Context: an optimization exercise on an open-source flow, tuned for small area, a short achievable clock period and few clock cycles. The choices shown serve that exercise and are no tape-out recipe.
RTL that was checked went through simulation tests only; none was proved equivalent to the original.
Power is estimated from default activity; no workload was simulated.

==> flow/design.v (excerpt) <==
module wzwave_fbs (
    input  wire        clk,
    input  wire        rst,
    input  wire        in_valid,
    input  wire [7:0]  in_data,
    output wire        in_ready,
    output wire        out_valid,
    input  wire        out_ready,
    output wire        out_hdr,
    output wire        out_last,
    output wire [3:0]  out_type,
    output wire [71:0] out_data
);
For scale: ~2,400 flip-flops, about 92 I/O pins, about 80,000 µm² of cells after synthesis.
export LEC_CHECK = 0
export CAP_MARGIN = 20
export CORE_MARGIN = 2
export CORE_UTILIZATION = 40
export SETUP_SLACK_MARGIN = 5
export SLEW_MARGIN = 20
create_clock -name core_clock -period 10.0 [get_ports {clk}]
run.sh (not shown) runs the stock make flow with config.mk's settings and CLKGATE_MAP_FILE= SYNTH_SCRIPT=/design/flow/synth_recipe.tcl, a recipe that flattens the netlist after the stock synthesis.
Rerun with:
--- a/flow/design.v
+++ b/flow/design.v
@@ -58,51 +58,51 @@
             end
         end else if (in_fire) begin
             sk  <= in_data;
             skv <= 1'b1;
         end
     end
-    reg  [11:0] qe [0:7];
-    reg  [3:0]  qn;
+    reg  [11:0] qe [0:11];
+    reg  [4:0]  qn;
     wire        qpush, qpop;
     wire [11:0] qin;
-    wire        qfull = qn[3];
-    wire        qne   = (qn != 4'd0);
+    wire        qfull = (qn == 12);
+    wire        qne   = (qn != 5'd0);
     wire [3:0]  qh_code = qe[0][11:8];
     wire [7:0]  qh_s    = qe[0][7:0];
     reg  [7:0]  hs;        
     integer qi;
     always @(posedge clk) begin
         if (rst) begin
-            qn <= 4'd0;
+            qn <= 5'd0;
         end else begin
-            qn <= qn + {3'd0, qpush} - {3'd0, qpop};
+            qn <= qn + {4'd0, qpush} - {4'd0, qpop};
         end
-        for (qi = 0; qi < 8; qi = qi + 1) begin
+        for (qi = 0; qi < 12; qi = qi + 1) begin
             if (qpop) begin
                 if (qpush && qn == qi + 1)
                     qe[qi] <= qin;
-                else if (qi < 7)
+                else if (qi < 11)
                     qe[qi] <= qe[qi + 1];
             end else begin
                 if (qpush && qn == qi)
                     qe[qi] <= qin;
             end
         end
     end
     localparam [1:0] R_HUNT = 2'd0, R_SOF = 2'd1, R_BODY = 2'd2;
     reg  [1:0] rx;
-    reg  [7:0] rL, rcnt, acc, rs, wa;
+    reg  [7:0] rL, acc, rs, wa;
+    reg  [1:0] rph;
     reg        d0, d1;
     reg  [3:0] kcode;
     reg        kmal;
     reg        al;           
     reg        blk;          
     reg        livec;
     reg  [7:0] agec;         
-    reg  [7:0] W;            
     reg  [7:0] Hr;           
     reg        liver;
     wire is_mark = (b == 8'h06) || (b == 8'h15) || (b == 8'h18);
     wire is_sof  = (b == 8'h01);
     wire lt3     = (b < 8'd3);
     reg  [7:0] rrem;
@@ -168,28 +168,28 @@
                 R_HUNT: if (is_sof) rx <= R_SOF;
                 R_SOF: begin
                     if (lt3) begin
                         rx <= is_sof ? R_SOF : R_HUNT;
                     end else begin
                         rL   <= b;
-                        rcnt <= 8'd0;
+                        rph  <= 2'd0;
                         rrem <= b - 8'd1;
                         acc  <= ~b;
                         rs   <= T;
                         rx   <= R_BODY;
                     end
                 end
                 default: begin
-                    rcnt <= rcnt + 8'd1;
+                    if (rph != 2'd2) rph <= rph + 2'd1;
                     rrem <= rrem - 8'd1;
                     acc  <= acc ^ b;
-                    if (rcnt == 8'd0) begin
+                    if (rph == 2'd0) begin
                         d0 <= (b == 8'h00);
                         d1 <= (b == 8'h01);
                     end
-                    if (rcnt == 8'd1) begin
+                    if (rph == 2'd1) begin
                         kcode <= k_code;
                         kmal  <= (rL - 8'd3) < k_nmin;
                     end
                     if (blast) rx <= R_HUNT;
                 end
             endcase
@@ -389,15 +389,15 @@
     end
     wire [7:0] qin_s   = (rx == R_BODY) ? rs : T;
     wire [1:0] qin_o   = (rx == R_BODY) ? (body_off3 ? 2'd3 : 2'd0) : 2'd0;
     wire [3:0] qe1_code = qe[1][11:8];
     wire [7:0] qe1_s    = qe[1][7:0];
     always @(posedge clk) begin
-        if (qpop && qn >= 4'd2)
+        if (qpop && qn >= 5'd2)
             hs <= T + 8'd1 - qe1_s - {6'd0, off0(qe1_code)};
-        else if ((qpop && qn == 4'd1) || !qne)
+        else if ((qpop && qn == 5'd1) || !qne)
             hs <= T + 8'd1 - qin_s - {6'd0, qin_o};
         else
             hs <= hs + 8'd1;
     end
     function [7:0] nmin_of(input [7:0] dir, input [7:0] fc);
         begin
@@ -540,21 +540,20 @@
             liver <= 1'b0;
             al    <= 1'b0;
         end else begin
             liver <= live;
             Hr    <= live ? H : T;
             if (we) begin
-                W     <= T1;
                 wa    <= T1;
                 al    <= 1'b1;
                 blk   <= liver && (T1 == Hr);
                 agec  <= liver ? (T1 - Hr) : 8'd1;
                 livec <= 1'b1;
             end else begin
                 al    <= (T1 == wa);
-                blk   <= liver && (((T1 - Hr) < (W - Hr)) || (W == Hr));
+                blk   <= liver && (((T1 - Hr) < (wa - Hr)) || (wa == Hr));
                 agec  <= T1 - Hr;
                 livec <= liver;
             end
         end
     end
 endmodule
After rerunning: Cell area rose by a few percent; clock skew rose by 0.011 ns; clock power rose by a few percent; final cell count rose slightly; hold slack degrades by 0.0047 ns; global-route usage fell by 0.40 points; core utilization rose by 0.14 points; worst setup slack degrades by 0.035 ns; fmax fell slightly; synthesized cell count rose slightly; routed wire length is about the same.
Testbench counts after the change, summed over its fixed seeds: cycles 31,317.
Only the layout flow was run in the first run of this note; the RTL was not checked for function there.

---

## fjord
wzwave_fbs, a different RTL version from the one above (not shown whole).
Size in the first run: roughly 5200 cells after synthesis, roughly 2500 flip-flops, about 92 I/O pins, ~75000 um2 of cells after synthesis.
Design wzwave_fbs, start of the top module:
module wzwave_fbs (
    input  wire        clk,
    input  wire        rst,
    input  wire        in_valid,
    input  wire [7:0]  in_data,
    output wire        in_ready,
    output wire        out_valid,
    input  wire        out_ready,
    output wire        out_hdr,
    output wire        out_last,
    output wire [3:0]  out_type,
    output wire [71:0] out_data
);
    localparam integer KB = 1;                
    localparam [3:0] C_CTL  = 4'd0,  C_MIS  = 4'd1,  C_BAD  = 4'd2,  C_MAL  = 4'd3,
                     C_VER  = 4'd4,  C_MEM  = 4'd5,  C_SUC  = 4'd6,  C_INIT = 4'd7,
                     C_NPI  = 4'd8,  C_SEND = 4'd9,  C_RNI  = 4'd10, C_UPD  = 4'd11,
                     C_ROUT = 4'd12, C_CMD  = 4'd13, C_OPQ  = 4'd14, C_SCB  = 4'd15;
    localparam [3:0] A_NOP = 4'd0, A_LEN = 4'd1, A_HW  = 4'd2,
                     A_SHP = 4'd4, A_HDR = 4'd6, A_DAT = 4'd7,
                     A_MSK = 4'd8, A_XOR = 4'd9;
    function [1:0] off0(input [3:0] code);
        case (code)
            C_SUC, C_SEND, C_RNI, C_SCB, C_MEM, C_INIT, C_ROUT: off0 = 2'd3;
            default: off0 = 2'd0;
        endcase
    endfunction
    reg  [7:0]    T;
    reg  [2047:0] ring;
    wire          we;
    wire [7:0]    wd;
    reg  [7:0]    sel;
    always @(posedge clk) begin
        if (rst) T <= 8'd0;
        else     T <= T + 8'd1;
        ring <= {ring[2039:0], we ? wd : ring[2047:2040]};
    end
    wire [7:0] amask   = (8'd1 << KB) - 8'd1;
    wire [7:0] rdat    = ring[{sel & ~amask, 3'b000} +: 8];
    wire       aligned = ((sel & amask) == 8'd0);
    reg  [7:0] b, sk;
    reg        bv, skv;
    wire       take;
    reg        irdy;          
    assign in_ready = irdy;
    wire in_fire = in_valid & ~skv;
    always @(posedge clk) begin
        irdy <= rst || !((take || !bv) ? 1'b0 : (skv || in_fire));
        if (rst) begin
            bv  <= 1'b0;
            skv <= 1'b0;
        end else if (take || !bv) begin
            if (skv) begin
                b   <= sk;
                bv  <= 1'b1;
                skv <= 1'b0;
            end else begin
                b   <= in_data;
                bv  <= in_fire;
            end
        end else if (in_fire) begin
            sk  <= in_data;
            skv <= 1'b1;
        end
    end
    reg  [11:0] qm [0:11];
    reg  [3:0]  qwp, qrp, qrp1;
  ...
clock: 10.0 ns
lec_check: 0
cap_margin: 20
core_margin: 2
core_utilization: 40
cts_cluster_diameter: 60
cts_cluster_size: 24
slew_margin: 20
synth_hierarchical: 1
standard.sh (not shown) runs the stock make flow with config.mk's settings and CLKGATE_MAP_FILE= SYNTH_SCRIPT=/design/flow/synth_recipe.tcl, a recipe that flattens the netlist after the stock synthesis.
==> flow/flow/run.sh <==
#!/bin/bash
# The standard layout (the standard.sh: ORFS synthesis through finish) with a
# tighter timing-repair target: repair_timing aims at a setup slack of
# SETUP_SLACK_MARGIN ns at the design's clock period, may resize cells across
# footprints, and the port buffers start out as buf_4 cells.
set -euo pipefail
bash standard.sh SETUP_SLACK_MARGIN=6.6 MATCH_CELL_FOOTPRINT=0 \
    "BUFFER_PORTS_ARGS=-buffer_cell sky130_fd_sc_hd__buf_4" finish > standard.log 2>&1
diff inputs: fjord => pepper
-- flow/design.v --
<<< fjord, line 73
    wire [3:0]  qh_code = qm[qrp][11:8];
    wire [7:0]  qh_s    = qm[qrp][7:0];
    wire [4:0] qn_p1 = qn + 5'd1;
    wire [4:0] qn_m1 = qn - 5'd1;
>>> pepper, line 73
    wire [3:0]  qh_code = qm[qrp][11:8];
    wire [7:0]  qh_s    = qm[qrp][7:0];
    reg  [7:0]  hs0, hs3;  
    wire [4:0] qn_p1 = qn + 5'd1;
    wire [4:0] qn_m1 = qn - 5'd1;
<<< fjord, line 356
    wire [7:0] sel_f = sel + s_dsel;
    wire [7:0] sel_h = sel + 8'd1;
    wire [7:0] sel_n = T - qh_s - {6'd0, off0(qh_code)};
    wire [7:0] sel_nx;
    wzwave_fbs_sel3 #(.W(8)) u_sel (.s1(inext), .a(sel_n), .s2(ifire), .b(sel_f),
>>> pepper, line 357
    wire [7:0] sel_f = sel + s_dsel;
    wire [7:0] sel_h = sel + 8'd1;
    wire [7:0] sel_n = (off0(qh_code) == 2'd3) ? hs3 : hs0;
    wire [7:0] sel_nx;
    wzwave_fbs_sel3 #(.W(8)) u_sel (.s1(inext), .a(sel_n), .s2(ifire), .b(sel_f),
<<< fjord, line 423
    end
    wire [7:0] qin_s   = (rx == R_BODY) ? rs : T;
    function [7:0] nmin_of(input [7:0] dir, input other, input [7:0] fc);
        begin
>>> pepper, line 424
    end
    wire [7:0] qin_s   = (rx == R_BODY) ? rs : T;
    wire [7:0] qn1_s   = qm[qrp1][7:0];
    wire       hs_a = qpop && (qn >= 5'd2);
    wire       hs_b = (qpop && (qn == 5'd1)) || !qne;
    wire [7:0] hs0_nx, hs3_nx;
    wzwave_fbs_sel3 #(.W(8)) u_hs0 (.s1(hs_a), .a(T + 8'd1 - qn1_s), .s2(hs_b),
                                   .b(T + 8'd1 - qin_s), .c(hs0 + 8'd1), .y(hs0_nx));
    wzwave_fbs_sel3 #(.W(8)) u_hs3 (.s1(hs_a), .a(T - 8'd2 - qn1_s), .s2(hs_b),
                                   .b(T - 8'd2 - qin_s), .c(hs3 + 8'd1), .y(hs3_nx));
    always @(posedge clk) begin
        hs0 <= hs0_nx;
        hs3 <= hs3_nx;
    end
    function [7:0] nmin_of(input [7:0] dir, input other, input [7:0] fc);
        begin
### Flow results
- Having completed the whole flow, pepper delivered a layout that passed the timing, design-rule and antenna checks.
- The count of non-CTS inverters in the layout in pepper sits 5 above the value recorded for fjord.
- | sequential area share after synthesis | pepper vs fjord | 1.5 points lower |
- pepper vs. fjord: global-route wire length before repair now sits higher; number of instances in the placed design up about 1.7%; routed wire length on met2 shows a reduction of about 2%; global-route usage over all layers comparable.
- pepper against fjord: register bit count reported by yosys up 20, final hold slack up 10 ps, routed wire length up about 2.7%, power down 0.27 mW, clock-buffer cell count up 1.2%.
Testbench counts of pepper, summed over its fixed seeds: cycles 31,867.
For fjord, only the layout was checked, not whether the RTL still works.

-- afterwards: timing with drivers on the ports --
How much do the figures lean on ideal ports? The routed layouts below were timed once more, with nothing changed but the port constraints. Step 1, drivers: a clkbuf_16 drives clk and a buf_2 each remaining input, both assumed. Step 2 moves the port delays by t, midway between the first and last clock arrival at a register: inputs arrive t later, outputs are due t later. That takes back most of the time a late clock gives input paths. Slacks: no drivers / after step 1 / after step 2; pairs: no drivers / after step 1.
run | t, ns | setup slack, ns | worst data-port slew with drivers (ns)
the first run of note 1 | 0.920 | 5.231 / 5.296 / 4.376 | 0.03
the second run of note 1 | 0.915 | 5.197 / 5.197 / 4.414 | 0.03
fjord | 0.871 | 6.074 / 6.074 / 5.864 | 0.03
pepper | 0.884 | 6.500 / 6.419 / 5.890 | 0.07
After both steps every run listed still meets setup and hold. For the first run of note 1, which loses most, drivers alone change the setup slack by +0.065 ns; drivers and shift together by -0.855 ns.
